Context: an optimization exercise on an open-source flow, tuned for small area, a short achievable clock period and few clock cycles per item. The choices shown serve that exercise and are no tape-out recipe. Where RTL was checked, it was by simulation tests only, not by an equivalence proof against the original. Power figures rest on the tool's default switching activity, not on a simulated workload.

==> flow/design.v (excerpt) <==
module simpledes_core (
    input  wire        clk,
    input  wire        rst,         
    input  wire [23:0] cmd,
    input  wire        cmd_valid,
    output wire        cmd_ready,
    output wire [11:0] dout,
    output wire [7:0]  status
);
clock: 4.5 ns
lec_check: 0
cap_margin: 20
core_margin: 2
core_utilization: 40
setup_slack_margin: 1.5
slew_margin: 20
standard.sh (not shown) runs the stock make flow with config.mk's settings and CLKGATE_MAP_FILE= SYNTH_SCRIPT=/design/flow/synth_recipe.tcl, a recipe that flattens the netlist after the stock synthesis.
==> flow/flow/run.sh <==
#!/bin/bash
# Standard layout, with the port buffers made of a regular buffer cell instead of the
# delay cell buffer_ports picks by default.
set -euo pipefail
bash standard.sh "BUFFER_PORTS_ARGS=-buffer_cell sky130_fd_sc_hd__buf_1" finish > run_standard.log 2>&1
The first run passed the timing, DRC and antenna checks.
Next try:
- SETUP_SLACK_MARGIN: 1.5 -> 1.8
Fmax barely changes. Design area rises by 7.5%. Power goes up by 2.7%.
No functional check of the RTL was part of any run of this note.

run 1:
simpledes_core, a different RTL version from the one above (not shown whole).
Size in the first run: about 370 cells after synthesis, about 41 flip-flops, about 3400 um2 of cells after synthesis.
Design simpledes_core, start of the top module:
module simpledes_core (
    input  wire        clk,
    input  wire        rst,         
    input  wire [23:0] cmd,
    input  wire        cmd_valid,
    output wire        cmd_ready,
    output wire [11:0] dout,
    output wire [7:0]  status
);
Settings: LEC_CHECK=0, CAP_MARGIN=20, CORE_MARGIN=2, CORE_UTILIZATION=40, SETUP_SLACK_MARGIN=1.65, SLEW_MARGIN=20; clock period 4.5 ns.
Scripts as last shown in full above: flow/flow/run.sh
Testbench counts of run 1, summed over its fixed seeds: cycles 3,073, items 1,600.
What run 2 does differently from run 1 at the input level:
- SETUP_SLACK_MARGIN now 1.0, was 1.65
==> comparison <==
Run 1 → run 2: least setup slack across all paths after layout shows a reduction of 0.34 ns, endpoint arrival time on the critical path increased 0.34 ns.
Diff run 1 -> run 2: final design area excluding fillers fell by about 6%, number of global-route vias before repair fell by 85.
Run 2: flow completed, timing, DRC and antenna clean
Run 2 vs run 1 — violation count after the first detailed-route iteration rose 85.
Run 2: global routing usage summed across all routing layers 0.38 points below run 1
Re maximum single-stage delay on the critical path: run 2 is 0.02 ns down on run 1.
Here is what was changed in the inputs of run 3 compared with run 2.
- SETUP_SLACK_MARGIN changed from 1.0 to 1.5
Run 3 against run 2; non-clock buffer count is up by more than 10%.
NOTE: number of clock-tree buffers in the layout in run 3 falls short of that of run 2
[compare] base=run 2 new=run 3: static leakage increased by 0.065 nW relative to the old numbers, worst hold slack was more or less identical.
When the final numbers for run 2 and run 3 were put side by side, the summed area of non-filler cells in the final layout turned out to be greater in run 3.
Power consumed by combinational cells grows by more than 10% when moving from run 2 to run 3.
Summary of run 3 over run 2: share of the cycle needed by the critical path after routing now smaller, total power now larger, met3 global-route usage now smaller, ratio of routed vias to standard cells now smaller.
### run 3 -> run 4
- a change of SETUP_SLACK_MARGIN from 1.5 to 1.8
Results
- The higher internal power came out of run 4.
- The endpoint of the most critical setup path comes out dout[7] in one run and dout[6] in the other, namely in run 4 and run 3 respectively.
- The worst supply voltage drop on vdd number comes out lower for run 3 vs run 4.
- Against run 3, run 4 comes in 5.6 points higher on part of the total power dissipated in combinational logic.
- Run 4 ended with more multi-input combinational area share than run 3.
- | summed area of non-filler cells in the final layout | run 4 vs run 3 | about 5% higher |
- Non-clock buffer count grows by more than 10% when moving from run 3 to run 4.
- Row via count: run 4 higher / run 3 lower
Here is what was changed in the inputs of run 5 compared with run 4.
- PLACE_DENSITY now 0.75, previously not set
- SETUP_SLACK_MARGIN now 1.3, was 1.8
- CORE_UTILIZATION now 65, was 40
==> results.txt <==
Run 5 falls short of run 4 in overall via count from detail_route. Where worst slack at placement is concerned, run 4 is better than run 5. The run showing the greater multi-input logic area is run 4.

The RTL this note starts from:
==> flow/design.v <==
module simpledes_core (
    input  wire        clk,
    input  wire        rst,         
    input  wire [23:0] cmd,
    input  wire        cmd_valid,
    output wire        cmd_ready,
    output wire [11:0] dout,
    output wire [7:0]  status
);
    localparam [2:0] E_NONE    = 3'd0;
    localparam [2:0] E_ILLEGAL = 3'd1;
    localparam [2:0] E_RANGE   = 3'd2;
    localparam [2:0] E_NOKEY   = 3'd3;
    localparam [2:0] E_LOCKED  = 3'd4;
    function [7:0] expand;
        input [5:0] x;
        expand = {x[5], x[4], x[2], x[3], x[2], x[3], x[1], x[0]};
    endfunction
    function [2:0] sbox1;
        input [3:0] a;
        reg   [3:0] q0, q1, q2;
        begin
            q0 = {a[0] | a[1], ~(a[0] | a[1]), ~a[0], ~a[0]};
            q1 = {a[0], a[1], ~a[0], a[0]};
            q2 = {a[0] ^ a[1], a[0] ^ a[1], a[0] ^ a[1], ~(a[0] ^ a[1])};
            sbox1 = {q2[a[3:2]], q1[a[3:2]], q0[a[3:2]]};
        end
    endfunction
    function [2:0] sbox2;
        input [3:0] a;
        reg   [3:0] q0, q1, q2;
        begin
            q0 = {a[1] & ~a[0], a[0] | ~a[1], ~(a[0] & a[1]), a[0] & a[1]};
            q1 = {~a[1], a[0], a[1] | ~a[0], a[1] & ~a[0]};
            q2 = {~(a[0] ^ a[1]), ~(a[0] ^ a[1]), ~(a[0] | a[1]), a[1] | ~a[0]};
            sbox2 = {q2[a[3:2]], q1[a[3:2]], q0[a[3:2]]};
        end
    endfunction
    function [5:0] round_f;
        input [5:0] r;
        input [7:0] rk;
        reg   [7:0] x;
        begin
            x       = expand(r) ^ rk;
            round_f = {sbox1(x[7:4]), sbox2(x[3:0])};
        end
    endfunction
    function [5:0] sboxes;
        input [7:0] x;
        sboxes = {sbox1(x[7:4]), sbox2(x[3:0])};
    endfunction
    function [5:0] unexpand;
        input [7:0] x;
        input [7:0] k;
        unexpand = {x[7] ^ k[7], x[6] ^ k[6], x[4] ^ k[4], x[5] ^ k[5], x[1] ^ k[1], x[0] ^ k[0]};
    endfunction
    reg  [8:0]  key;
    reg         kv;
    reg         dv;
    reg  [2:0]  err;
    reg  [5:0]  hl, hr;
    reg  [8:0]  rot;
    reg  [4:0]  cur;
    reg         busy;
    wire        down = !cur[4];          
    wire [3:0]  op   = cmd[23:20];
    wire [3:0]  sr   = cmd[19:16];
    wire [3:0]  er   = cmd[15:12];
    wire [11:0] data = cmd[11:0];
    wire fields_zero = (sr == 4'd0) && (er == 4'd0);
    wire is_ldkey = (op == 4'h1) && fields_zero;
    wire is_enc   = (op == 4'h2) && fields_zero;
    wire is_dec   = (op == 4'h3) && fields_zero;
    wire is_proc  = (op == 4'h4);
    wire illegal  = !(is_ldkey || is_enc || is_dec || is_proc);
    reg [2:0] fault;
    always @(*) begin
        if (illegal)
            fault = E_ILLEGAL;
        else if (is_ldkey)
            fault = (data[11:9] != 3'd0) ? E_RANGE : (kv ? E_LOCKED : E_NONE);
        else if (is_proc && (sr == 4'd0 || er == 4'd0))
            fault = E_RANGE;
        else if (!kv)
            fault = E_NOKEY;
        else
            fault = E_NONE;
    end
    wire issue = cmd_valid && !busy;
    wire [8:0] rot_n  = down ? {rot[0], rot[8:1]} : {rot[7:0], rot[8]};
    wire [8:0] rot_nn = down ? {rot[1:0], rot[8:2]} : {rot[6:0], rot[8:7]};
    wire [5:0] st_r   = hl ^ sboxes(expand(hr) ^ rot[8:1]);      
    wire [7:0] in_k  = busy ? rot_n[8:1] : op[0] ? key[7:0] : key[8:1];
    wire [5:0] in_rr = busy ? st_r : data[5:0];
    wire [5:0] in_ll = busy ? hr : data[11:6];
    wire [5:0] in_r  = in_ll ^ sboxes(expand(in_rr) ^ in_k);
    wire       one   = (cur == 5'd1) || (cur == 5'h1f);          
    wire       two   = busy && !one;
    wire       sgl   = busy && one;
    wire [3:0] idx = {sr[3], sr[2], sr[1] | (op[1] & ~op[0]), sr[0] | (op[1] & op[0])};
    wire [8:0] b0  = {key[0], key[8:1]};
    wire [8:0] b1  = idx[0] ? {b0[7:0], b0[8]}   : b0;
    wire [8:0] b2  = idx[1] ? {b1[6:0], b1[8:7]} : b1;
    wire [8:0] b3  = idx[2] ? {b2[4:0], b2[8:5]} : b2;
    wire [8:0] b4  = idx[3] ? {b3[0], b3[8:1]}   : b3;
    wire go_c = issue && (err == E_NONE) && (fault == E_NONE) && !is_ldkey;
    always @(posedge clk) begin
        if (rst) begin
            busy <= 1'b0;
            kv   <= 1'b0;
            dv   <= 1'b0;
            err  <= E_NONE;
        end else if (busy) begin
            if (one || cur == 5'd2 || cur == 5'h1e) busy <= 1'b0;
        end else if (issue && err == E_NONE) begin
            if (fault != E_NONE) begin
                err <= fault;
            end else if (is_ldkey) begin
                key <= data[8:0];
                kv  <= 1'b1;
            end else begin
                dv <= 1'b1;
                if (!op[1]) busy <= (sr != er);       
            end
        end
    end
    wire       ld   = !busy && go_c;
    wire       hold = !busy && !go_c;
    wire [5:0] ld_l = op[1] ? data[5:0] : data[11:6];
    wire [5:0] ld_r = op[1] ? in_r : data[5:0];
    always @(posedge clk) begin
        hl  <= ({6{two}} & st_r)   | ({6{sgl}} & hr)    | ({6{ld}} & ld_l) | ({6{hold}} & hl);
        hr  <= ({6{two}} & in_r)   | ({6{sgl}} & st_r)  | ({6{ld}} & ld_r) | ({6{hold}} & hr);
        rot <= ({9{two}} & rot_nn) | ({9{sgl}} & rot_n) | ({9{ld}} & b4)   | ({9{hold}} & rot);
    end
    always @(posedge clk)
        cur <= (busy ? cur : {1'b0, sr}) + (busy ? {{3{down}}, 2'b10} : ~{1'b0, er} + 5'd1);
    assign cmd_ready = !busy;
    assign dout      = {st_r, hr};
    assign status    = {3'b000, err, dv, kv};
endmodule
Settings: LEC_CHECK=0, CAP_MARGIN=20, CORE_MARGIN=2, CORE_UTILIZATION=40, GPL_ROUTABILITY_DRIVEN=0, SETUP_SLACK_MARGIN=1.3, SLEW_MARGIN=20; clock period 4.5 ns.
Scripts as last shown in full above: flow/flow/run.sh
Testbench counts at the start, summed over its fixed seeds: cycles 2,417, items 1,600.
Edit:
GPL_ROUTABILITY_DRIVEN = not set   (was 0)
SETUP_SLACK_MARGIN = 1.2   (was 1.3)
Result:
- area after synthesis is unchanged
- final area drops slightly
- total power came out lower slightly
Edit:
CAP_MARGIN = 10   (was 20)
SETUP_SLACK_MARGIN = 1.3   (was 1.2)
SLEW_MARGIN = 10   (was 20)
The new run finished clean.
Global-route usage stays flat.
Routed wire length hardly moves.
Power is higher by 0.56%.
Design area is higher by 0.53%.
Sequential share of layout area hardly moves.
Flip-flop and latch count does not change.
Maximum frequency is higher by 3.7%.
Edit:
CAP_MARGIN = 20   (was 10)
SETUP_SLACK_MARGIN = 1.5   (was 1.3)
SLEW_MARGIN = 20   (was 10)
Outcome:
- The changed run finished with timing, DRC and antenna clean
- via count goes up by 3.0%
- worst setup slack improved by 0.14 ns
- total power barely changes
- synthesized cell count does not change
- design area goes up by about 7%
- worst hold slack got worse by 0.0065 ns

[what the ideal ports hide]
No port has a modelled driver above. Below, the same layouts with a new extraction and two added sets of constraints.
Step 1 (the two cells are an assumption about what drives the block):
set clk [get_ports {clk}]
set_driving_cell -lib_cell sky130_fd_sc_hd__clkbuf_16 $clk
set_driving_cell -lib_cell sky130_fd_sc_hd__buf_2 [delete_from_list [all_inputs] $clk]
Step 2 moves the port delays by t, midway between the first and last clock arrival at a register: inputs arrive t later, outputs are due t later. That takes back most of the time a late clock gives input paths.
Three values: ideal ports, drivers, drivers and shift; two values: the first two.
| run | t, ns | setup slack, ns | pins driven straight from the clock port |
|---|---|---|---|
| the first run of note 1 | 0.331 | 1.561 / 1.564 / 1.233 | 1 |
| the second run of note 1 | 0.326 | 1.560 / 1.533 / 1.245 | 1 |
| run 1 | 0.322 | 1.611 / 1.581 / 1.473 | 1 |
| run 2 | 0.316 | 1.274 / 1.245 / 0.975 | 1 |
| run 3 | 0.318 | 1.550 / 1.520 / 1.334 | 1 |
| run 4 | 0.324 | 1.588 / 1.559 / 1.493 | 1 |
| run 5 | 0.329 | 1.395 / 1.367 / 1.182 | 1 |
| the first run of note 3 | 0.340 | 1.413 / 1.398 / 1.085 | 1 |
| the second run of note 3 | 0.340 | 1.300 / 1.267 / 0.983 | 1 |
| the third run of note 3 | 0.340 | 1.413 / 1.398 / 1.085 | 1 |
| the fourth run of note 3 | 0.335 | 1.548 / 1.517 / 1.240 | 1 |
After both steps every run listed still meets setup and hold.
